Background: an optimization exercise with open tools, aiming at small area. Do not read the settings as production practice. Only simulation tests tie the RTL to the original design; equivalence was not proved. No activity file was given, so power comes from the tool's default toggle rates.

File: flow/flow/run.sh
#!/bin/bash
# Layout flow: the standard synthesis, its combinational logic re-mapped for
# area (registers untouched), then the standard layout steps with the
# smallest buffer cell on the ports and a clock tree without dummy loads.
set -uo pipefail
HERE=$(cd "$(dirname "$0")" && pwd)
export BUFFER_PORTS_ARGS="-buffer_cell sky130_fd_sc_hd__buf_1"
export CTS_ARGS="-sink_clustering_enable -repair_clock_nets -dont_use_dummy_load -buf_list sky130_fd_sc_hd__clkbuf_4 -sink_clustering_size 8 -sink_clustering_max_diameter 60"

bash standard.sh synth > standard_synth.log 2>&1 || { tail -20 standard_synth.log; exit 1; }

RES=$PWD/orfs/results/$FLOW_PLATFORM/jic/base
LOGS=$PWD/orfs/logs/$FLOW_PLATFORM/jic/base
LIB=$FLOW_HOME/platforms/$FLOW_PLATFORM/lib/sky130_fd_sc_hd__tt_025C_1v80.lib
DU=$(grep -o -- "-dont_use [^ ]*" $LOGS/1_2_yosys.log | sort -u | tr '\n' ' ')
cp $RES/1_2_yosys.v standard_1_2_yosys.v
if bash $HERE/resyn.sh standard_1_2_yosys.v resyn_1_2_yosys.v "$LIB" "$DU" > resyn.log 2>&1; then
  # keep the result only if it has the same registers
  regs() { grep -oE "sky130_fd_sc_hd__e?dfxtp_[0-9] +[^ (]+" "$1" | sort; }
  if [[ -s resyn_1_2_yosys.v ]] && diff <(regs standard_1_2_yosys.v) <(regs resyn_1_2_yosys.v) > resyn_regs.diff; then
    cp resyn_1_2_yosys.v $RES/1_2_yosys.v
    rm -f $RES/1_synth.odb $RES/1_synth.sdc
    echo "re-mapped netlist in use" >> resyn.log
  else
    echo "register mismatch: standard netlist kept" >> resyn.log
  fi
else
  echo "re-map failed: standard netlist kept" >> resyn.log
fi

bash standard.sh > standard.log 2>&1
status=$?
tail -20 standard.log
exit $status
File: flow/flow/lib2v.py
# Generate Verilog models of the combinational cells of a liberty file
# (used to re-optimize a mapped netlist), and blackbox stubs of the rest.
import re, sys
lib = open(sys.argv[1]).read()
comb = open(sys.argv[2], 'w'); bb = open(sys.argv[3], 'w')
def conv(f):
    f = f.strip().strip('"')
    f = re.sub(r'\s*\+\s*', ' | ', f)
    f = re.sub(r'\s*\*\s*', ' & ', f)
    f = f.replace('!', '~')
    # implicit AND: identifiers or ) separated by spaces
    f = re.sub(r'([A-Za-z0-9_\)])\s+(?=[A-Za-z0-9_~\(])', r'\1 & ', f)
    return f
# split cells
for m in re.finditer(r'\n\s*cell\s*\(\s*"?(\w+)"?\s*\)\s*\{', lib):
    name = m.group(1)
    start = m.end(); depth = 1; i = start
    while depth:
        c = lib[i]
        if c == '{': depth += 1
        elif c == '}': depth -= 1
        i += 1
    body = lib[start:i]
    pins = []
    for pm in re.finditer(r'\n\s*pin\s*\(\s*"?(\w+)"?\s*\)\s*\{', body):
        ps = pm.end(); d = 1; j = ps
        while d:
            c = body[j]
            if c == '{': d += 1
            elif c == '}': d -= 1
            j += 1
        pb = body[ps:j]
        dirm = re.search(r'direction\s*:\s*"?(\w+)"?', pb)
        fm = re.search(r'\bfunction\s*:\s*"([^"]*)"', pb)
        pins.append((pm.group(1), dirm.group(1) if dirm else None, fm.group(1) if fm else None))
    seq = re.search(r'\b(ff|latch|statetable)\s*\(', body) is not None
    ins = [p for p, d, f in pins if d == 'input']
    outs = [(p, f) for p, d, f in pins if d == 'output']
    ports = ', '.join([f'input {p}' for p in ins] + [f'output {p}' for p, f in outs])
    if seq or not outs or any(f is None for p, f in outs):
        bb.write(f'(* blackbox *) module {name}({ports}); endmodule\n')
    else:
        comb.write(f'module {name}({ports});\n')
        for p, f in outs:
            comb.write(f'  assign {p} = {conv(f)};\n')
        comb.write('endmodule\n')
File: flow/flow/resyn.abc
strash
ifraig
dc2
dch -f
map -a
strash
dch -f
amap
strash
dch -f
amap
topo
File: flow/flow/resyn.sh
#!/bin/bash
# Re-map the combinational logic of the standard synthesis netlist with a
# stronger area-oriented ABC script. Registers (instances, names, cell types)
# are kept as they are: they are read as black boxes.
#   resyn.sh IN.v OUT.v LIBERTY DONT_USE_LIST
set -euo pipefail
IN=$1; OUT=$2; LIB=$3; DU=$4
HERE=$(cd "$(dirname "$0")" && pwd)
python3 "$HERE/lib2v.py" "$LIB" resyn_comb.v resyn_bb.v
yosys -l resyn_yosys.log -p "
  read_verilog -lib resyn_bb.v
  read_verilog resyn_comb.v
  read_verilog $IN
  hierarchy -top $FLOW_TOP
  flatten
  techmap
  opt -fast
  opt_clean -purge
  abc -liberty $LIB $DU -script $HERE/resyn.abc
  opt_clean -purge
  hilomap -singleton -hicell sky130_fd_sc_hd__conb_1 HI -locell sky130_fd_sc_hd__conb_1 LO
  splitnets
  opt_clean -purge
  insbuf -buf sky130_fd_sc_hd__buf_1 A X
  tee -o resyn_stat.txt stat -liberty $LIB
  write_verilog -noattr -noexpr -nohex -nodec $OUT
" > /dev/null
File: flow/standard.sh
#!/bin/bash
# synth_recipe.tcl (not shown) runs the flow's synth.tcl, then flattens the netlist and writes it again
# the make line also repeats each setting of config.mk as NAME=value (left out here)
make -C /OpenROAD-flow-scripts/flow DESIGN_CONFIG=/design/flow/config.mk WORK_HOME=/design/flow/orfs CLKGATE_MAP_FILE= SYNTH_SCRIPT=/design/flow/synth_recipe.tcl "${@:-finish}"
File: flow/config.mk
export PLATFORM = sky130hd
export DESIGN_NAME = jic
export DESIGN_NICKNAME = jic
export VERILOG_FILES = /design/flow/design.v
export SDC_FILE = /design/flow/constraint.sdc
export NUM_CORES = 4
export LEC_CHECK = 0
export ABC_AREA = 1
export CAP_MARGIN = 20
export CORE_MARGIN = 2
export CORE_UTILIZATION = 60
export SLEW_MARGIN = 20
File: flow/constraint.sdc
create_clock -name core_clock -period 32.0 [get_ports {clk}]
set_input_delay 6.4000 -clock core_clock [delete_from_list [all_inputs] [get_ports {clk}]]
set_output_delay 6.4000 -clock core_clock [all_outputs]
set_load 0.01 [all_outputs]
File: flow/design.v
module jic_add #(parameter W = 8) (
    input  wire [W-1:0] a,
    input  wire [W-1:0] b,
    input  wire         ci,
    output wire [W-1:0] s,
    output wire         co
);
    wire [W:0] c;
    assign c[0] = ci;
    genvar i;
    generate
        for (i = 0; i < W; i = i + 1) begin : g_bit
            assign s[i]   = a[i] ^ b[i] ^ c[i];
            assign c[i+1] = (a[i] & b[i]) | ((a[i] ^ b[i]) & c[i]);
        end
    endgenerate
    assign co = c[W];
endmodule
module jic_scale #(parameter NEG = 0) (
    input  wire [16:0] d,       
    output wire [12:0] scaled
);
    wire [18:0] x3;
    wire        co3;
    jic_add #(18) u_a3 (.a({d[16], d}), .b({d, NEG ? 1'b1 : 1'b0}), .ci(NEG ? 1'b1 : 1'b0),
                        .s(x3[17:0]), .co(co3));
    assign x3[18] = d[16];     
    wire [18:0] hi;
    wire        co25;
    jic_add #(19) u_a25 (.a(x3), .b({{5{d[16]}}, d[16:3]}), .ci(NEG ? 1'b1 : 1'b0),
                         .s(hi), .co(co25));
    wire [12:0] h = hi[18:6];
    wire [12:0] tr;
    wire        cot;
    wire        dz;
    generate
        if (NEG) begin : g_neg
            wire c = ~d[16] & ~(&d[8:0]);
            wire [12:0] g;      
            jic_add #(13) u_dec (.a(h), .b({13{c}}), .ci(1'b0), .s(g), .co(cot));
            assign dz = (g[12:3] == 10'd0 && !(g[2] & g[1])) ||
                        (g[12:3] == 10'h3FF && (g[2] | g[1] | g[0]));
            assign scaled = ~(g | {13{dz}});
        end else begin : g_pos
            wire c = d[16] & (|d[8:0]);
            jic_add #(13) u_inc (.a(h), .b(13'd0), .ci(c), .s(tr), .co(cot));
            assign dz = (tr[12:3] == 10'd0 && tr[2:0] != 3'd7) ||
                        (tr[12:3] == 10'h3FF && (tr[2] | tr[1]));
            assign scaled = dz ? 13'd0 : tr;
        end
    endgenerate
endmodule
module jic_dec (
    input  wire [11:0] m,
    input  wire [1:0]  j,
    output reg  [3:0]  digit
);
    function [3:0] a3;
        input [3:0] x;
        case (x)
            4'd5: a3 = 4'd8;
            4'd6: a3 = 4'd9;
            4'd7: a3 = 4'd10;
            4'd8: a3 = 4'd11;
            4'd9: a3 = 4'd12;
            default: a3 = x;
        endcase
    endfunction
    reg [15:0] bcd;
    integer k;
    always @* begin
        bcd = 16'd0;
        for (k = 11; k >= 0; k = k - 1) begin
            bcd[3:0]   = a3(bcd[3:0]);
            bcd[7:4]   = a3(bcd[7:4]);
            bcd[11:8]  = a3(bcd[11:8]);
            bcd = {bcd[14:0], m[k]};
        end
        case (j)
            2'd0: digit = bcd[3:0];
            2'd1: digit = bcd[7:4];
            2'd2: digit = bcd[11:8];
            default: digit = bcd[15:12];
        endcase
    end
endmodule
module jic_render (
    input  wire [7:0]  btn,
    input  wire [12:0] v0,
    input  wire [12:0] v1,
    input  wire [12:0] v2,
    input  wire [12:0] v3,
    input  wire [5:0]  a,
    output reg  [7:0]  q,
    output wire [5:0]  len
);
    function ge12;
        input [11:0] x;
        input [11:0] k;
        integer i;
        reg g;
        begin
            g = 1'b1;
            for (i = 0; i < 12; i = i + 1)
                g = k[i] ? (x[i] & g) : (x[i] | g);
            ge12 = g;
        end
    endfunction
    function [2:0] flen;
        input [12:0] v;
        reg n, ge10, ge100, ge1000;
        reg [1:0] nd;     
        begin
            n      = v[12];
            ge10   = n ? ~ge12(v[11:0], 12'd4087) : ge12(v[11:0], 12'd10);
            ge100  = n ? ~ge12(v[11:0], 12'd3997) : ge12(v[11:0], 12'd100);
            ge1000 = n ? ~ge12(v[11:0], 12'd3097) : ge12(v[11:0], 12'd1000);
            nd     = {ge100, (ge10 & ~ge100) | ge1000};
            flen   = {nd[1] & (nd[0] | n), nd[1] ^ (nd[0] | n), ~(nd[0] ^ n)};
        end
    endfunction
    wire [2:0] l0 = flen(v0), l1 = flen(v1), l2 = flen(v2), l3 = flen(v3);
    wire [5:0] e0, e1, e2, e3;
    wire [4:0] co;
    jic_add #(6) u_e0 (.a(6'd12), .b({3'd0, l0}), .ci(1'b1), .s(e0), .co(co[0]));
    jic_add #(6) u_e1 (.a(e0), .b({3'd0, l1}), .ci(1'b1), .s(e1), .co(co[1]));
    jic_add #(6) u_e2 (.a(e1), .b({3'd0, l2}), .ci(1'b1), .s(e2), .co(co[2]));
    jic_add #(6) u_e3 (.a(e2), .b({3'd0, l3}), .ci(1'b1), .s(e3), .co(co[3]));
    jic_add #(6) u_len (.a(e3), .b(6'd0), .ci(1'b1), .s(len), .co(co[4]));
    function le6;
        input [5:0] x;
        input [5:0] y;
        integer i;
        reg g;
        begin
            g = 1'b1;
            for (i = 0; i < 6; i = i + 1)
                g = (~x[i] & y[i]) | (~(x[i] ^ y[i]) & g);
            le6 = g;
        end
    endfunction
    wire in0 = le6(a, e0), in1 = le6(a, e1), in2 = le6(a, e2);
    reg  [12:0] vs;
    reg  [2:0]  ls;
    reg  [2:0]  es;
    reg         last;
    always @* begin
        if (in0)      begin vs = v0; ls = l0; es = e0[2:0]; last = 1'b0; end
        else if (in1) begin vs = v1; ls = l1; es = e1[2:0]; last = 1'b0; end
        else if (in2) begin vs = v2; ls = l2; es = e2[2:0]; last = 1'b0; end
        else          begin vs = v3; ls = l3; es = e3[2:0]; last = 1'b1; end
    end
    wire [2:0] k;
    wire       cok;
    jic_add #(3) u_k (.a(es), .b(~a[2:0]), .ci(1'b1), .s(k), .co(cok));
    wire [11:0] m;
    wire        com;
    jic_add #(12) u_abs (.a(vs[11:0] ^ {12{vs[12]}}), .b(12'd0), .ci(vs[12]), .s(m), .co(com));
    wire [1:0]  j = {k[1] ^ ~k[0], ~k[0]};    
    wire [3:0]  dg;
    jic_dec u_dec (.m(m), .j(j), .digit(dg));
    wire hdr = ~a[5] & ~a[4] & ~(a[3] & a[2] & (a[1] | a[0]));    
    always @* begin
        if (hdr) begin
            case (a[3:0])
                4'd0:  q = 8'h42;
                4'd1:  q = 8'h3A;
                4'd10: q = 8'h2C;
                4'd11: q = 8'h41;
                4'd12: q = 8'h3A;
                4'd2:  q = {7'h18, btn[0]};
                4'd3:  q = {7'h18, btn[1]};
                4'd4:  q = {7'h18, btn[2]};
                4'd5:  q = {7'h18, btn[3]};
                4'd6:  q = {7'h18, btn[4]};
                4'd7:  q = {7'h18, btn[5]};
                4'd8:  q = {7'h18, btn[6]};
                default: q = {7'h18, btn[7]};
            endcase
        end else if (k == 3'd0) begin
            q = last ? 8'h0A : 8'h2C;
        end else if (vs[12] && k == ls) begin
            q = 8'h2D;
        end else begin
            q = {4'h3, dg};
        end
    end
endmodule
module jic (
    input  wire        clk,
    input  wire        rst,
    input  wire [7:0]  btn_edge,
    input  wire        tick,
    input  wire [7:0]  pin,
    input  wire        conv_done,
    input  wire [15:0] raw0,
    input  wire [15:0] raw1,
    input  wire [15:0] raw2,
    input  wire [15:0] raw3,
    input  wire        tx_done,
    input  wire        plat_fault,
    input  wire [5:0]  tx_raddr,
    output reg         conv_start,
    output reg         tx_start,
    output wire [5:0]  tx_len,
    output wire [7:0]  tx_rdata,
    output wire        tx_busy,
    output wire [7:0]  frame_btn,
    output wire [15:0] frame_ax0,
    output wire [15:0] frame_ax1,
    output wire [15:0] frame_ax2,
    output wire [15:0] frame_ax3,
    output wire        frame_valid,
    output wire        halted
);
    reg         mode_q;             
    reg         div_q;              
    reg         halted_q;
    reg  [3:0]  deb_q [0:7];        
    reg  [7:0]  stable_q;
    reg  [4:0]  cnt_q;              
    reg  [3:0]  rp_q;               
    reg  [7:0]  btn_snap_q;
    reg         conv_busy_q;
    reg  [20:0] acc_q [0:3];        
    reg         frame_valid_q;
    reg  [7:0]  frame_btn_q;
    reg  [12:0] frame_ax_q [0:3];
    reg  [7:0]  pkt_btn_q;
    reg  [12:0] pkt_ax_q [0:3];
    reg         tx_busy_q;
    wire [15:0] raw [0:3];
    assign raw[0] = raw0;
    assign raw[1] = raw1;
    assign raw[2] = raw2;
    assign raw[3] = raw3;
    wire active = !halted_q && !plat_fault;
    wire [12:0] ch_scaled [0:3];
    wire [20:0] acc_sum   [0:3];
    wire [20:0] acc_div   [0:3];
    genvar g;
    generate
        for (g = 0; g < 4; g = g + 1) begin : g_ch
            localparam NEG = (g == 1 || g == 2);
            wire        cin = NEG ? 1'b0 : mode_q;
            wire        c16, c21;
            wire [15:0] lo;
            wire [4:0]  hi;
            jic_add #(16) u_add (.a(raw[g]), .b(acc_q[g][15:0]), .ci(cin), .s(lo), .co(c16));
            jic_add #(5)  u_inc (.a(acc_q[g][20:16]), .b(5'd0), .ci(c16), .s(hi), .co(c21));
            assign acc_sum[g] = {hi, lo};
            wire [16:0] d   = {~c16, lo};
            jic_scale #(.NEG(NEG)) u_scale (.d(d), .scaled(ch_scaled[g]));
            wire [5:0] r  = {acc_q[g][20:16], acc_q[g][15]};
            wire       qb = r[5] | (r[4] & (r[3] | r[2]));    
            wire [5:0] rs;
            wire       cs;
            jic_add #(6) u_sub (.a(r), .b(6'd44), .ci(1'b0), .s(rs), .co(cs));   
            wire [5:0] rn = qb ? rs : r;
            assign acc_div[g] = {rn[4:0], acc_q[g][14:0], ~qb};
        end
    endgenerate
    wire cal_conv  = active && conv_done && !mode_q;
    wire switch_en = cal_conv && (cnt_q == 5'd19);
    wire run       = mode_q || switch_en;
    wire commit    = active && conv_done && mode_q && conv_busy_q;
    wire busy_mid  = tx_busy_q && !tx_done;
    wire render    = commit && !busy_mid;
    wire run_tick  = active && tick && run;
    wire [4:0] cnt_inc;
    wire       cnt_co;
    jic_add #(5) u_cnt (.a(cnt_q), .b(5'd0), .ci(1'b1), .s(cnt_inc), .co(cnt_co));
    wire       cnt19   = (cnt_q == 5'd19);
    wire       wrap    = run_tick && !switch_en && cnt19;
    wire [4:0] cnt_n   = switch_en ? {4'd0, run_tick} :
                         (wrap ? 5'd0 : ((cal_conv || run_tick) ? cnt_inc : cnt_q));
    wire       rp_wrap = (rp_q == 4'd4);
    wire [3:0] rp_inc;
    wire       rp_co;
    jic_add #(4) u_rp (.a(rp_q), .b(4'd0), .ci(1'b1), .s(rp_inc), .co(rp_co));
    wire       repoll  = wrap && rp_wrap;
    wire       div_step = mode_q && div_q;
    localparam [3:0] DEB_LOAD = 4'b0001;
    localparam [3:0] DEB_LAST = 4'b1100;
    localparam [3:0] DEB_PEND = 4'b1000;
    reg  [3:0] deb_n [0:7];
    reg  [7:0] stable_n;
    reg        last, idle;
    integer i;
    always @* begin
        for (i = 0; i < 8; i = i + 1) begin
            deb_n[i]    = deb_q[i];
            stable_n[i] = stable_q[i];
            last = (deb_q[i] == DEB_LAST);
            idle = (deb_q[i] == 4'd0);
            if (run_tick) begin
                deb_n[i] = {deb_q[i][2] & ~last, deb_q[i][1:0], deb_q[i][3] ^ deb_q[i][2]};
                if (last || (idle && repoll))
                    stable_n[i] = ~pin[i];
            end
            if (btn_edge[i])
                deb_n[i] = DEB_PEND;
        end
    end
    integer c;
    always @(posedge clk) begin
        if (rst) begin
            mode_q         <= 1'b0;
            halted_q       <= 1'b0;
            for (i = 0; i < 8; i = i + 1)
                deb_q[i] <= 4'd0;
            stable_q       <= 8'd0;
            cnt_q          <= 5'd0;
            rp_q           <= 4'd0;
            conv_busy_q    <= 1'b0;
            for (c = 0; c < 4; c = c + 1)
                acc_q[c] <= 21'd0;
            frame_valid_q  <= 1'b0;
            tx_busy_q      <= 1'b0;
            conv_start     <= 1'b0;
            tx_start       <= 1'b0;
        end else begin
            if (plat_fault)
                halted_q <= 1'b1;
            if (switch_en) begin
                mode_q <= 1'b1;
                div_q  <= 1'b1;
            end
            if (active) begin
                for (i = 0; i < 8; i = i + 1)
                    deb_q[i] <= deb_n[i];
                stable_q <= stable_n;
                cnt_q    <= cnt_n;
                if (tx_done)
                    tx_busy_q <= 1'b0;
                if (commit)
                    frame_valid_q <= 1'b1;
                if (render)
                    tx_busy_q <= 1'b1;
                if (wrap)
                    conv_busy_q <= 1'b1;
                else if (commit)
                    conv_busy_q <= 1'b0;
            end
            if (div_step) begin
                rp_q <= rp_inc;
                if (rp_q == 4'd15)
                    div_q <= 1'b0;
            end else if (active && wrap) begin
                rp_q <= rp_wrap ? 4'd0 : rp_inc;
            end
            for (c = 0; c < 4; c = c + 1) begin
                if (cal_conv)
                    acc_q[c] <= acc_sum[c];
                else if (div_step)
                    acc_q[c][15:0] <= acc_div[c][15:0];
                if (mode_q)
                    acc_q[c][20:16] <= acc_div[c][20:16];
            end
            conv_start <= active && wrap;
            tx_start   <= render;
        end
    end
    always @(posedge clk) begin
        if (!rst) begin
            if (active && wrap)
                btn_snap_q <= stable_n;
            if (commit) begin
                frame_btn_q   <= btn_snap_q;
                frame_ax_q[0] <= ch_scaled[1];
                frame_ax_q[1] <= ch_scaled[0];
                frame_ax_q[2] <= ch_scaled[3];
                frame_ax_q[3] <= ch_scaled[2];
            end
            if (render) begin
                pkt_btn_q   <= btn_snap_q;
                pkt_ax_q[0] <= ch_scaled[1];
                pkt_ax_q[1] <= ch_scaled[0];
                pkt_ax_q[2] <= ch_scaled[3];
                pkt_ax_q[3] <= ch_scaled[2];
            end
        end
    end
    jic_render u_render (
        .btn (pkt_btn_q),
        .v0  (pkt_ax_q[0]),
        .v1  (pkt_ax_q[1]),
        .v2  (pkt_ax_q[2]),
        .v3  (pkt_ax_q[3]),
        .a   (tx_raddr),
        .q   (tx_rdata),
        .len (tx_len)
    );
    assign tx_busy     = tx_busy_q;
    assign frame_btn   = frame_btn_q;
    assign frame_ax0   = {{3{frame_ax_q[0][12]}}, frame_ax_q[0]};
    assign frame_ax1   = {{3{frame_ax_q[1][12]}}, frame_ax_q[1]};
    assign frame_ax2   = {{3{frame_ax_q[2][12]}}, frame_ax_q[2]};
    assign frame_ax3   = {{3{frame_ax_q[3][12]}}, frame_ax_q[3]};
    assign frame_valid = frame_valid_q;
    assign halted      = halted_q;
endmodule
==> notes.md, run 1 <==
H-tree depth 2; first-pass GRT wire length about 84 mm; CTS clk-pin slew, worst paths 90 ps; Post-Place Cell Area 19900 µm²; Power Dens Cells around 50 nW/µm²; hold buffer count at cts 0; die area about 32000 µm²; layout cells sized above 1 2.12%; critical path endpoint category primary output; max-capacitance violation count 0; hpwl dp 37.8 mm; die width 180 µm; min Tclk post-route 23300 ps; die span in y 180 µm; GRT Residual Overflow 0; Util after Layout 66.1%; CTS root buf clkbuf_4; final setup vio count 0; critical path's most frequent cell clkinv_1; Antenna Nets Post-Route 0; Final Worst Setup Slack 8700 ps; Worst Path Max Fanout 21; vias in the first global route roughly 18000; Wirelength per Cell approximately 15 µm; crit path DAT 16900 ps; # nets final 3112; max-slew violation count 0; routability-driven placement congestion ratio 0.913; crit share post-route 72.8%; vias per std cell ~5.9; post-CTS sizing 0; Ports 183; IO Port Bufs 181; Yosys warnings 13; Rows 64; Clock Skew 115 ps; initial antenna violation count 2; Core Box Area approximately 31000 µm²; outcome no timing/DRC/antenna violations; Clock Latency Late Sink between 700 and 800 ps; worst path required time around 26000 ps; Total Routing Usage GR 30.2%; largest net degree at the start of global routing 89; Starting Density 60.9%; Post CTS Setup Buffer Count 0; WS Path Type primary input to primary output; Syn Area/Cell around 6.7 µm²; static leakage around 7.2 nW; Mapped Area 18600 µm²; Largest stage delay, worst path 630 ps; Area Growth Syn to Fin 8.56%; DRT iter0 DRCs 1839; CTS Sinks 269; Hold/Removal Path Class register to register; # fillers 2764; post-synth net total 2888; post-synthesis cell count 2796; CTS Buffer Depth 3; Startpoint Class primary input; drt drc 0; fmax between 40 and 50 MHz; detailed-route via count 20100; slowest CP cell a2111oi_0; final hold viol count 0; post-route cell area 20200 µm²; Pre-Repair DR Iteration Count 9; setup_tns 0 ps; RSZ-0062 raised after global routing false; CTS buffer count 41; final WL ~50 mm; VDD IR max 0.0323 mV; pre-CTS setup slack 8990 ps; relative slew slack 30.0%; Slew @ Worst Pin 1050 ps; CTS tree yes
[flip-flops by register name, indices dropped and copies added, names as in the netlist, 4 cells and up]
signal / count
frame_ax_q: 52
stable_q: 8
rp_q: 4
btn_snap_q: 8
deb_q: 32
cnt_q: 5
pkt_btn_q: 8
frame_btn_q: 8
acc_q: 84
pkt_ax_q: 52
[where the power goes]
group          total (mW)  switching, mW  internal (mW)
clock network       0.175          0.116         0.0587
registers           0.389        0.00560          0.384
logic               0.472          0.319          0.154
[placed cells by master (no fill, tap or decap), types with 5 or more instances in the layout]
cell	instances
nor2b_1	56
or2_0	25
o32ai_1	6
a311oi_1	6
nand3_1	23
a21oi_1	259
a211oi_1	13
a22oi_1	13
nor3_1	67
nor2_1	918
o21ai_0	238
o21a_1	12
clkbuf_4	42
a222oi_1	66
a2111oi_0	7
a221oi_1	10
a21o_1	7
nand2_1	274
dfxtp_1	140
o22ai_1	72
buf_1	180
o211ai_1	12
nor4_1	17
buf_4	16
nand4_1	7
nor4b_1	5
and2_0	37
and3_1	8
o221ai_1	10
edfxtp_1	129
clkinv_1	250
a31oi_1	36
[cell type report]
| class | count | area [µm²] | share of cell area (%) |
|---|---|---|---|
| Antenna cell | 1 | 2.50 | 0.0124 |
| Sequential cell | 269 | 6680 | 33.0 |
| Clock buffer | 41 | 308 | 1.52 |
| Inverter | 250 | 938 | 4.64 |
| Tap cell | 396 | 495 | 2.45 |
| Multi-Input combinational cell | 2261 | 11000 | 54.4 |
| Timing Repair Buffer | 197 | 803 | 3.97 |
[through the flow]
stage | hold WS, ps | power, mW | cells
3_3_place_gp | 437 | 0.846 | 3373
4_1_cts | 465 | 1.03 | 3414
3_5_place_dp | 435 | 0.860 | 3373
6_report | 456 | 1.04 | 3415
2_1_floorplan | 421 | 0.758 | 2796
5_1_grt | 474 | 1.12 | 3415
[worst max-delay path: cells and delay by family]
kind | cells | cell delay, ps
compound gates | 17 | 5280
simple gates | 15 | 2460
buf+inv | 12 | 2720
[worst paths after layout]
check | slack, ps | depth (start not counted) | start | endpoint
setup / recovery | 8700 | 44 | tx_raddr[1] | tx_rdata[3]
hold / removal | 460 | 0 | btn_snap_q[4] | frame_btn_q[4]
setup reg to reg | 23820 | 47 | mode_q | pkt_ax_q[2][10]
hold reg to reg | 460 | 0 | btn_snap_q[4] | frame_btn_q[4]
[per-layer routing]
metal	GRT usage [%]	share of wire, %
met5	0	0
met2	53.4	47
met3	4.14	7.1
met4	7.61	2.1
met1	39.0	44
==> run 2: changes to the inputs <==
==> flow/flow/resyn.abc (replaced) <==
strash
ifraig
dc2
dch -f
map -a
mfs2 -a
strash
dch -f
map -a
mfs2 -a
strash
dch -f
amap
strash
dch -f
amap
topo
==> notes.md, run 2 <==
Hold/Removal Path Class register to register; hold buffer count at cts 0; fmax 42.0 MHz; post-synth net total 2844; die span in y 180 µm; CTS root buf clkbuf_4; H-tree depth 2; min Tclk post-route 23810 ps; static leakage 7.04 nW; max-slew violation count 0; Mapped Area 18500 µm²; Yosys warnings 13; crit path buf inv count 15; routability-driven placement congestion ratio slightly above 0.9; CTS Buffer Depth 3; most used cells in the layout excluding fill and tap cells nor2_1 (867), nand2_1 (267), clkinv_1 (262); Starting Density 60.8%; RSZ-0062 raised after global routing false; Total Routing Usage GR 29.5%; vias per std cell 5.84; crit share post-route 74.4%; CP delay by family, top compound AO/OA/AOI/OAI gates; final setup vio count 0; worst path required time between 20000 and 30000 ps; CTS tree yes; Syn Area/Cell 6.72 µm²; relative slew slack approximately a quarter; vias in the first global route 17800; Antenna Nets Post-Route 0; commonest non-fill, non-tap cell in the layout nor2_1; hpwl dp 37.1 mm; GRT Residual Overflow 0; die width 180 µm; Power Dens Cells 52.8 nW/µm²; multi-input logic area between 10000 and 15000 µm²; post-CTS sizing 0; largest net degree at the start of global routing 78; DRT iter0 DRCs around 1600; Pre-Repair DR Iteration Count 9; max-capacitance violation count 0; WS Path Type primary input to primary output; Post CTS Setup Buffer Count 0; setup_tns 0 ps; critical path's most frequent cell clkinv_1; slowest CP cell a21oi_1; detailed-route via count a little under 20000; # fillers 2754; max reg flops 84; Largest regs acc_q x84, frame_ax_q x52, pkt_ax_q x52; CTS buffer count just over 40; Power Total between 1 and 1.5 mW; Startpoint Class primary input; IO Port Bufs roughly 180; Largest stage delay, worst path 760 ps; Rows 64; die area 32200 µm²; initial antenna violation count 3; pre-CTS setup slack between 8000 and 9000 ps; Worst Path Max Fanout 16; largest reg by FF count acc_q; Seq. cell area 6680 µm²; Util after Layout 65.9%; final hold viol count 0; VDD IR max 0.0354 mV; CTS Sinks 269; crit path DAT 17410 ps; # nets final 3065; drt drc 0; first-pass GRT wire length 81.3 mm; Slew @ Worst Pin 1120 ps; post-synthesis cell count between 2000 and 3000; final cell count without fillers 3370; Clock Skew 73.1 ps; Wirelength per Cell between 10 and 15 µm; Final Worst Setup Slack 8190 ps; critical path endpoint category primary output; Core Box Area 30400 µm²; Area Growth Syn to Fin 8.50%; final WL 49.0 mm; CTS clk-pin slew, worst paths 80 ps; layout cells sized above 1 2.02%; Ports 183; Clock Latency Late Sink 680 ps; outcome no timing/DRC/antenna violations; placed insts 3326
==> run 2: worst paths after layout <==
path | start | endpoint | slack (ps) | cells after the start
worst max-delay path | tx_raddr[1] | tx_rdata[1] | 8190 | 51
worst min-delay path | frame_valid_q | frame_valid_q | 460 | 2
worst max register to register | mode_q | pkt_ax_q[2][10] | 22490 | 47
worst min register to register | frame_valid_q | frame_valid_q | 460 | 2
==> run 2: per-layer routing <==
layer / track usage (%) / part of all wire, % / vias up
met1: 38.1 / 44 / 8744
met3: 4.38 / 6.8 / 101
met5: 0 / 0.027 / -
met2: 51.2 / 47 / 618
li1: - / - / 10200
met4: 9.07 / 2.5 / 2
==> run 2: per-stage QoR <==
| step | cell area, µm² | hold slack (ps) |
|---|---|---|
| after floorplan | 18500 | 421 |
| after global placement | 19700 | 433 |
| after detailed placement | 19700 | 443 |
| after CTS | 20000 | 462 |
| after global routing | 20100 | 472 |
| final | 20100 | 460 |
==> run 2: tightest hold or removal path: cells and delay by family (launching register included) <==
| kind | cells | cell delay, ps |
|---|---|---|
| flip-flops | 1 | 320 |
| AND/OR/NAND/NOR | 2 | 110 |
==> run 2: cell type report <==
| class | count | share of cell area, % |
|---|---|---|
| inverters | 262 | 4.90 |
| multi-input cells | 2205 | 53.9 |
| clock buffers | 41 | 1.53 |
| well taps | 396 | 2.47 |
| flip-flops and latches | 269 | 33.3 |
| repair buffers | 194 | 3.89 |
| diodes | 3 | 0.0374 |
==> run 2: report_power, final <==
group | total, mW | internal, mW | switching [mW] | leakage (nW)
sequential | 0.392 | 0.386 | 0.00600 | 2.31
combinational | 0.493 | 0.163 | 0.330 | 4.53
clock | 0.174 | 0.0589 | 0.115 | 0.189
total | 1.06 | 0.608 | 0.451 | 7.04
==> run 3: changes to the inputs <==
--- a/flow/design.v
+++ b/flow/design.v
@@ -223,5 +223,5 @@
     reg  [7:0]  btn_snap_q;
     reg         conv_busy_q;
-    reg  [20:0] acc_q [0:3];        
+    reg  [15:0] acc_q [0:3];        
     reg         frame_valid_q;
     reg  [7:0]  frame_btn_q;
@@ -239,4 +239,9 @@
     wire [20:0] acc_sum   [0:3];
     wire [20:0] acc_div   [0:3];
+    wire [4:0]  acc_hi    [0:3];
+    assign acc_hi[0] = frame_ax_q[1][4:0];
+    assign acc_hi[1] = frame_ax_q[0][4:0];
+    assign acc_hi[2] = frame_ax_q[3][4:0];
+    assign acc_hi[3] = frame_ax_q[2][4:0];
     genvar g;
     generate
@@ -248,9 +253,9 @@
             wire [4:0]  hi;
             jic_add #(16) u_add (.a(raw[g]), .b(acc_q[g][15:0]), .ci(cin), .s(lo), .co(c16));
-            jic_add #(5)  u_inc (.a(acc_q[g][20:16]), .b(5'd0), .ci(c16), .s(hi), .co(c21));
+            jic_add #(5)  u_inc (.a(acc_hi[g]), .b(5'd0), .ci(c16), .s(hi), .co(c21));
             assign acc_sum[g] = {hi, lo};
             wire [16:0] d   = {~c16, lo};
             jic_scale #(.NEG(NEG)) u_scale (.d(d), .scaled(ch_scaled[g]));
-            wire [5:0] r  = {acc_q[g][20:16], acc_q[g][15]};
+            wire [5:0] r  = {acc_hi[g], acc_q[g][15]};
             wire       qb = r[5] | (r[4] & (r[3] | r[2]));    
             wire [5:0] rs;
@@ -315,5 +320,5 @@
             conv_busy_q    <= 1'b0;
             for (c = 0; c < 4; c = c + 1)
-                acc_q[c] <= 21'd0;
+                acc_q[c] <= 16'd0;
             frame_valid_q  <= 1'b0;
             tx_busy_q      <= 1'b0;
@@ -352,9 +357,7 @@
             for (c = 0; c < 4; c = c + 1) begin
                 if (cal_conv)
-                    acc_q[c] <= acc_sum[c];
+                    acc_q[c] <= acc_sum[c][15:0];
                 else if (div_step)
-                    acc_q[c][15:0] <= acc_div[c][15:0];
-                if (mode_q)
-                    acc_q[c][20:16] <= acc_div[c][20:16];
+                    acc_q[c] <= acc_div[c][15:0];
             end
             conv_start <= active && wrap;
@@ -363,14 +366,30 @@
     end
     always @(posedge clk) begin
+        if (rst) begin
+            for (c = 0; c < 4; c = c + 1)
+                frame_ax_q[c][4:0] <= 5'd0;
+        end else if (commit) begin
+            frame_ax_q[0] <= ch_scaled[1];
+            frame_ax_q[1] <= ch_scaled[0];
+            frame_ax_q[2] <= ch_scaled[3];
+            frame_ax_q[3] <= ch_scaled[2];
+        end else if (cal_conv) begin
+            frame_ax_q[1][4:0] <= acc_sum[0][20:16];
+            frame_ax_q[0][4:0] <= acc_sum[1][20:16];
+            frame_ax_q[3][4:0] <= acc_sum[2][20:16];
+            frame_ax_q[2][4:0] <= acc_sum[3][20:16];
+        end else if (div_step) begin
+            frame_ax_q[1][4:0] <= acc_div[0][20:16];
+            frame_ax_q[0][4:0] <= acc_div[1][20:16];
+            frame_ax_q[3][4:0] <= acc_div[2][20:16];
+            frame_ax_q[2][4:0] <= acc_div[3][20:16];
+        end
+    end
+    always @(posedge clk) begin
         if (!rst) begin
             if (active && wrap)
                 btn_snap_q <= stable_n;
-            if (commit) begin
+            if (commit)
                 frame_btn_q   <= btn_snap_q;
-                frame_ax_q[0] <= ch_scaled[1];
-                frame_ax_q[1] <= ch_scaled[0];
-                frame_ax_q[2] <= ch_scaled[3];
-                frame_ax_q[3] <= ch_scaled[2];
-            end
             if (render) begin
                 pkt_btn_q   <= btn_snap_q;
--- a/flow/config.mk
+++ b/flow/config.mk
@@ -9,4 +9,4 @@
 export CAP_MARGIN = 20
 export CORE_MARGIN = 2
-export CORE_UTILIZATION = 60
+export CORE_UTILIZATION = 65
 export SLEW_MARGIN = 20
==> notes.md, run 3 <==
Starting Density 65.6%; Core Box Area 27600 µm²; post-route cell area slightly below 20000 µm²; largest net degree at the start of global routing ~80; setup_tns 0 ps; first-pass GRT wire length 80.4 mm; IO Port Bufs 181; WS Path Type primary input to primary output; # nets final 3062; die width approximately 170 µm; layout cells sized above 1 1.89%; final WL 50.0 mm; max-capacitance violation count 0; global route hottest layer met2; Worst Path Max Fanout 20; Pre-Repair DR Iteration Count 8; relative slew slack between 30% and 40%; die area between 20000 and 30000 µm²; Ports 183; Power Total 0.988 mW; CP startpoint tx_raddr[0]; Syn Area/Cell 6.53 µm²; commonest non-fill, non-tap cell in the layout nor2_1; CTS tree yes; Wirelength per Cell approximately 15 µm; VDD IR max 0.0303 mV; post-synthesis cell count 2774; outcome no timing/DRC/antenna violations; final hold viol count 0; CTS Sinks about 250; Yosys warnings 13; # fillers ~2400; Slew @ Worst Pin 971 ps; critical path endpoint category primary output; hpwl dp 37.2 mm; post-synth net total 2866; Power Dens Cells a little over 50 nW/µm²; GR Layer Usage met2 57.6%; Post CTS Setup Buffer Count 0; worst hold start cnt_q[1]; Largest stage delay, worst path 800 ps; vias per std cell about 6.0; crit share post-route 76.2%; min Tclk post-route 24390 ps; H-tree depth 2; GRT Residual Overflow 0; fmax 41.0 MHz; CTS root buf clkbuf_4; crit path DAT roughly 18000 ps; Clock Skew 67.2 ps; die span in y 171 µm; post-CTS sizing 0; RSZ-0062 raised after global routing false; most used cells in the layout excluding fill and tap cells nor2_1 (886), nand2_1 (290), clkinv_1 (253), o21ai_0 (253), a21oi_1 (236); Final Worst Setup Slack 7610 ps; DRT iter0 DRCs 1882; Total Routing Usage GR 33.3%; multi-input logic area 11000 µm²; Post-Place Cell Area 19200 µm²; largest reg by FF count acc_q; slowest CP cell a21oi_1; Clock Latency Late Sink 690 ps; final setup vio count 0; worst path required time 25600 ps; M1 GR Usage 42.2%; pre-CTS setup slack 7930 ps; critical path's most frequent cell clkinv_1; Mapped Area 18100 µm²; Largest regs acc_q x64, frame_ax_q x52, pkt_ax_q x52; initial antenna violation count 3; grt met3 use 5.81%; detailed-route via count about 20000; Hold/Removal Path Class register to register; Rows 61; max reg flops 64; static leakage 6.79 nW; max-slew violation count 0; CTS clk-pin slew, worst paths 100 ps; drt drc 0; CTS Buffer Depth 3; hold buffer count at cts 0; Startpoint Class primary input; Seq. cell area between 6000 and 7000 µm²; Antenna Nets Post-Route 0; Area Growth Syn to Fin 7.81%; FF-to-FF Start mode_q; routability-driven placement congestion ratio a little over 0.9; CTS buffer count 37; vias in the first global route 17600
## run 3: cell count changes in the layout (fill, tap and decap cells not counted), moves of 6 or more
cell / before / now
o22a_1: 7 / 24
nor3_1: 66 / 51
a21oi_1: 255 / 236
o21ai_0: 243 / 253
clkinv_1: 262 / 253
edfxtp_1: 129 / 109
nand2_1: 267 / 290
a221oi_1: 6 / 12
nor2_1: 867 / 886
o22ai_1: 79 / 70
## run 3: path summary, 6_finish.rpt
kind / to / slack [ps] / cells after the start
worst max-delay path: tx_rdata[3] / 7610 / 54
worst min-delay path: cnt_q[1] / 470 / 2
worst max register to register: frame_ax_q[2][4] / 22690 / 51
worst min register to register: cnt_q[1] / 470 / 2
## run 3: layer usage
metal | part of all wire [%] | vias to the layer above
met4 | 3.0 | 2
met1 | 42 | 8846
li1 | - | 10200
met3 | 8.3 | 130
met2 | 46 | 757
met5 | 0.024 | -
## run 3: cell type report
cell class,count,area share [%]
multi-input cells,2235,56.2
flip-flops and latches,249,31.1
inverters,254,4.88
repair buffers,193,3.96
well taps,378,2.42
clock buffers,37,1.42
diodes,1,0.0128
## run 3: per-stage QoR
stage,hold WS (ps),cells,util [%]
floorplan,421,2774,-
global placement,427,3309,69.6
detailed placement,437,3309,69.6
CTS,473,3346,70.7
global route,489,3347,70.7
finish,474,3347,70.7
## run 3: critical path, delay by kind of cell
family | cells | cell delay, ps
AO/OA/AOI/OAI | 19 | 4980
AND/OR/NAND/NOR | 21 | 3700
buffers and inverters | 14 | 2940
## run 3: where the power goes
part | switching [mW] | internal [mW]
clock | 0.110 | 0.0533
sequential | 0.00629 | 0.350
combinational | 0.314 | 0.154
==> run 4: changes to the inputs <==
--- a/flow/config.mk
+++ b/flow/config.mk
@@ -9,4 +9,4 @@
 export CAP_MARGIN = 20
 export CORE_MARGIN = 2
-export CORE_UTILIZATION = 65
+export CORE_UTILIZATION = 60
 export SLEW_MARGIN = 20
==> notes.md, run 4 <==
critical path endpoint category primary output; GR Layer Usage met2 54.8%; post-synth net total around 2900; static leakage about 6.8 nW; M1 GR Usage about two fifths; fmax 41.3 MHz; H-tree depth 2; CTS clk-pin slew, worst paths 80 ps; Clock Skew ~100 ps; routability-driven placement congestion ratio 0.936; VDD IR max 0.0362 mV; most used cells in the layout excluding fill and tap cells nor2_1 (887), nand2_1 (290), clkinv_1 (253), o21ai_0 (253), a21oi_1 (236); CTS buffer count 39; commonest non-fill, non-tap cell in the layout nor2_1; max-capacitance violation count 0; CTS Sinks 249; IO Port Bufs 181; drt drc 0; detailed-route via count 19800; final WL 50.1 mm; Clock Latency Late Sink 690 ps; Mapped Area 18100 µm²; Ports 183; Core Box Area 29700 µm²; setup_tns 0 ps; # nets final 3066; post-synthesis cell count 2774; die width 178 µm; Rows 63; largest net degree at the start of global routing 81; final hold viol count 0; Slew @ Worst Pin a little under 1000 ps; slowest CP cell a21oi_1; crit share post-route 75.6%; CP startpoint tx_raddr[0]; initial antenna violation count 2; Worst Path Max Fanout 20; GRT Residual Overflow 0; Critical Path End tx_rdata[3]; WS Path Type primary input to primary output; r2r setup slk 22660 ps; Startpoint Class primary input; Worst Reg-to-Reg Cells 51; min Tclk post-route 24190 ps; FF-to-FF Start mode_q; CTS root buf clkbuf_4; Yosys warnings 13; Area Growth Syn to Fin 8.08%; Post CTS Setup Buffer Count 0; first-pass GRT wire length 81.8 mm; relative slew slack approximately a third; grt met3 use 4.56%; final setup vio count 0; Largest stage delay, worst path ~800 ps; CTS Buffer Depth 3; die span in y between 150 and 200 µm; worst path required time approximately 26000 ps; critical path's most frequent cell clkinv_1; Antenna Nets Post-Route 0; Starting Density 60.9%; Final Worst Setup Slack 7810 ps; hpwl dp 38.0 mm; pre-CTS setup slack about 8000 ps; # fillers 2733; outcome no timing/DRC/antenna violations; max-slew violation count 0; CTS tree yes; vias per std cell 5.88; Hold/Removal Path Class register to register; layout cells sized above 1 under 10%; hold buffer count at cts 0; Syn Area/Cell roughly 6.5 µm²; die area 31600 µm²; global route hottest layer met2; post-CTS sizing 0; Total Routing Usage GR approximately 31%; DRT iter0 DRCs 1784; max reg flops 64; crit path DAT ~18000 ps; Wirelength per Cell approximately 15 µm; post-route cell area 19600 µm²; Post-Place Cell Area a little under 20000 µm²; Power Dens Cells 50.5 nW/µm²; largest reg by FF count acc_q; Pre-Repair DR Iteration Count 7; Largest regs acc_q x64, frame_ax_q x52, pkt_ax_q x52; r2r endpoint frame_ax_q[2][4]; RSZ-0062 raised after global routing false; vias in the first global route 17900
## run 4: how the worst min path moves through the flow
stage | start | end | cells after the start
3_5_place_dp | btn_snap_q[3] | frame_btn_q[3] | 0
4_1_cts | btn_snap_q[6] | frame_btn_q[6] | 0
2_1_floorplan | btn_snap_q[0] | frame_btn_q[0] | 0
5_1_grt | btn_snap_q[6] | pkt_btn_q[6] | 0
3_3_place_gp | btn_snap_q[3] | frame_btn_q[3] | 0
6_report | btn_snap_q[4] | pkt_btn_q[4] | 0
## run 4: layout make-up
class	instances	area, µm²	area share, %
multi-input combinational	2235	11000	56.0
sequential	249	6080	31.0
inverter	254	953	4.87
timing repair buffer	195	788	4.03
tap	390	488	2.49
clock buffer	39	293	1.50
antenna	3	7.51	0.0384
## run 4: per-layer routing
metal	vias to the layer above	share of wire [%]
met4	0	3.0
met5	-	0
li1	10200	-
met1	8825	43
met3	116	6.7
met2	621	47
## run 4: worst max-delay path, delay by kind of cell
family | cells | cell delay, ps
buffers and inverters | 14 | 2800
AOI/OAI and AO/OA | 19 | 4900
and+or+nand+nor | 21 | 3660
## run 4: stage by stage
step	power, mW	util [%]	instances	hold slack (ps)
after global routing	1.07	65.8	3363	468
after floorplan	0.722	-	2774	421
after CTS	0.985	65.8	3362	463
after global placement	0.805	64.9	3323	425
after detailed placement	0.821	64.9	3323	435
final	0.988	65.9	3365	459
## run 4: power by group
group	leakage, nW	internal (mW)	total (mW)	switching [mW]
combinational	4.49	0.154	0.468	0.314
clock	0.179	0.0560	0.164	0.108
sequential	2.14	0.350	0.357	0.00631
==> run 5: changes to the inputs <==
--- a/flow/flow/run.sh
+++ b/flow/flow/run.sh
@@ -6,5 +6,5 @@
 HERE=$(cd "$(dirname "$0")" && pwd)
 export BUFFER_PORTS_ARGS="-buffer_cell sky130_fd_sc_hd__buf_1"
-export CTS_ARGS="-sink_clustering_enable -repair_clock_nets -dont_use_dummy_load -buf_list sky130_fd_sc_hd__clkbuf_4 -sink_clustering_size 8 -sink_clustering_max_diameter 60"
+export CTS_ARGS="-sink_clustering_enable -repair_clock_nets -dont_use_dummy_load -buf_list sky130_fd_sc_hd__clkbuf_4 -sink_clustering_size 7 -sink_clustering_max_diameter 50"
 
 bash standard.sh synth > standard_synth.log 2>&1 || { tail -20 standard_synth.log; exit 1; }
==> notes.md, run 5 <==
outcome no timing/DRC/antenna violations; Pre-Repair DR Iteration Count 6; vias in the first global route 17900; Core Box Area 29700 µm²; post-synthesis cell count between 2000 and 3000; initial antenna violation count 1; Mapped Area 18100 µm²; H-tree depth 2; Clock Latency Late Sink 700 ps; WS Path Type primary input to primary output; Wirelength per Cell 14.9 µm; CTS tree yes; final cell count without fillers 3368; IO Port Bufs 181; drt drc 0; Area Growth Syn to Fin 8.26%; VDD IR max 0.0361 mV; most used cells in the layout excluding fill and tap cells nor2_1 (887), nand2_1 (290), clkinv_1 (253), o21ai_0 (253), a21oi_1 (236); DRT iter0 DRCs 1754; CTS buffer count 44; critical path's most frequent cell clkinv_1; # nets final 3071; RSZ-0062 raised after global routing false; min Tclk post-route 24190 ps; max-capacitance violation count 0; relative slew slack 34.4%; static leakage 6.84 nW; Total Routing Usage GR 31.3%; hpwl dp 38.0 mm; CP startpoint tx_raddr[0]; Ports approximately 180; CTS root buf clkbuf_4; max reg flops 64; largest reg by FF count acc_q; CTS Sinks 249; worst hold start btn_snap_q[6]; worst path required time between 20000 and 30000 ps; Largest stage delay, worst path 790 ps; Syn Area/Cell 6.53 µm²; Power Dens Cells 50.8 nW/µm²; setup_tns 0 ps; Yosys warnings 13; crit share post-route 75.6%; hold path cells 0; Post CTS Setup Buffer Count 0; slowest CP cell a21oi_1; critical path endpoint category primary output; detailed-route via count 19800; final hold viol count 0; routability-driven placement congestion ratio 0.936; die area 31600 µm²; fmax between 40 and 50 MHz; Rows 63; Slew @ Worst Pin 974 ps; FF-to-FF Start mode_q; post-synth net total around 2900; Hold/Removal Path Class register to register; Antenna Nets Post-Route 0; max-slew violation count 0; CTS Buffer Depth 3; layout cells sized above 1 2.15%; post-CTS sizing 0; vias per std cell around 6; die width approximately 180 µm; hold buffer count at cts 0; Startpoint Class primary input; final WL 50.3 mm; CTS clk-pin slew, worst paths 70 ps; Worst Reg-to-Reg Cells 51; die span in y between 150 and 200 µm; largest net degree at the start of global routing 81; Post-Place Cell Area 19300 µm²; Worst Path Max Fanout 20; r2r setup slk roughly 23000 ps; crit path DAT 17790 ps; final setup vio count 0; Starting Density 60.9%; GRT Residual Overflow 0; first-pass GRT wire length 81.9 mm; Largest regs acc_q x64, frame_ax_q x52, pkt_ax_q x52; post-route cell area 19600 µm²; commonest non-fill, non-tap cell in the layout nor2_1; placed insts approximately 3300; Clock Skew 121 ps
-- run 5: path summary, 6_finish.rpt --
path,endpoint
worst max-delay path,tx_rdata[3]
worst min-delay path,frame_btn_q[6]
worst max register to register,frame_ax_q[2][4]
worst min register to register,frame_btn_q[6]
-- run 5: metal layers --
metal,global-route usage (%),wire length [µm],part of all wire [%],up-vias
li1,-,-,-,10200
met1,38.9,21600,43,8828
met2,55.2,23800,47,621
met3,4.43,3460,6.9,94
met4,11.0,1430,2.8,0
met5,0,0,0,-
-- run 5: layout make-up --
type / count / area (µm²)
Antenna cell: 1 / 2.50
Clock buffer: 44 / 330
Fill cell: 2745 / 10100
Inverter: 254 / 953
Multi-Input combinational cell: 2235 / 11000
Sequential cell: 249 / 6080
Tap cell: 390 / 488
Timing Repair Buffer: 195 / 788
-- run 5: worst max-delay path, delay by kind of cell --
kind                   cells  cell delay, ps
and+or+nand+nor           21            3660
buffers and inverters     14            2790
AOI/OAI and AO/OA         19            4890
-- run 5: power breakdown --
part           leakage, nW  total (mW)  switching [mW]  internal [mW]
Combinational         4.49       0.467           0.313          0.154
Clock                0.202       0.172           0.109         0.0628
Sequential            2.14       0.357         0.00631          0.350
-- run 5: per-stage QoR --
| stage | power, mW | hold WS, ps | worst slack [ps] | utilization (%) |
|---|---|---|---|---|
| 6_report | 0.996 | 460 | 7810 | 66.0 |
| 5_1_grt | 1.08 | 468 | 6440 | 66.0 |
| 4_1_cts | 0.993 | 459 | 8060 | 66.0 |
| 3_5_place_dp | 0.821 | 435 | 8130 | 64.9 |
| 3_3_place_gp | 0.805 | 425 | 8690 | 64.9 |
| 2_1_floorplan | 0.722 | 421 | 9790 | - |

separate check: timing with driven ports:
No port has a modelled driver above. Below, the same layouts with a new extraction and two added sets of constraints. Step 1 (the two cells are an assumption about what drives the block):
set clk [get_ports {clk}]
set_driving_cell -lib_cell sky130_fd_sc_hd__clkbuf_16 $clk
set_driving_cell -lib_cell sky130_fd_sc_hd__buf_2 [delete_from_list [all_inputs] $clk]
Step 2 moves the port delays by t, midway between the first and last clock arrival at a register: inputs arrive t later, outputs are due t later. That takes back most of the time a late clock gives input paths. Three values: no drivers, after step 1, after step 2; two values: the first two.
| run | t (ns) | setup WS [ns] | worst data-port slew with drivers (ns) |
|---|---|---|---|
| run 1 | 0.698 | 8.704 / 8.681 / 8.681 | 0.05 |
| run 2 | 0.694 | 8.189 / 8.170 / 8.170 | 0.07 |
| run 3 | 0.702 | 7.607 / 7.587 / 7.586 | 0.07 |
| run 4 | 0.690 | 7.807 / 7.785 / 7.785 | 0.05 |
| run 5 | 0.687 | 7.813 / 7.791 / 7.791 | 0.05 |
After both steps every run listed still meets setup and hold. For run 1, which loses most, drivers alone change the setup slack by -0.023 ns; drivers and shift together by -0.023 ns.
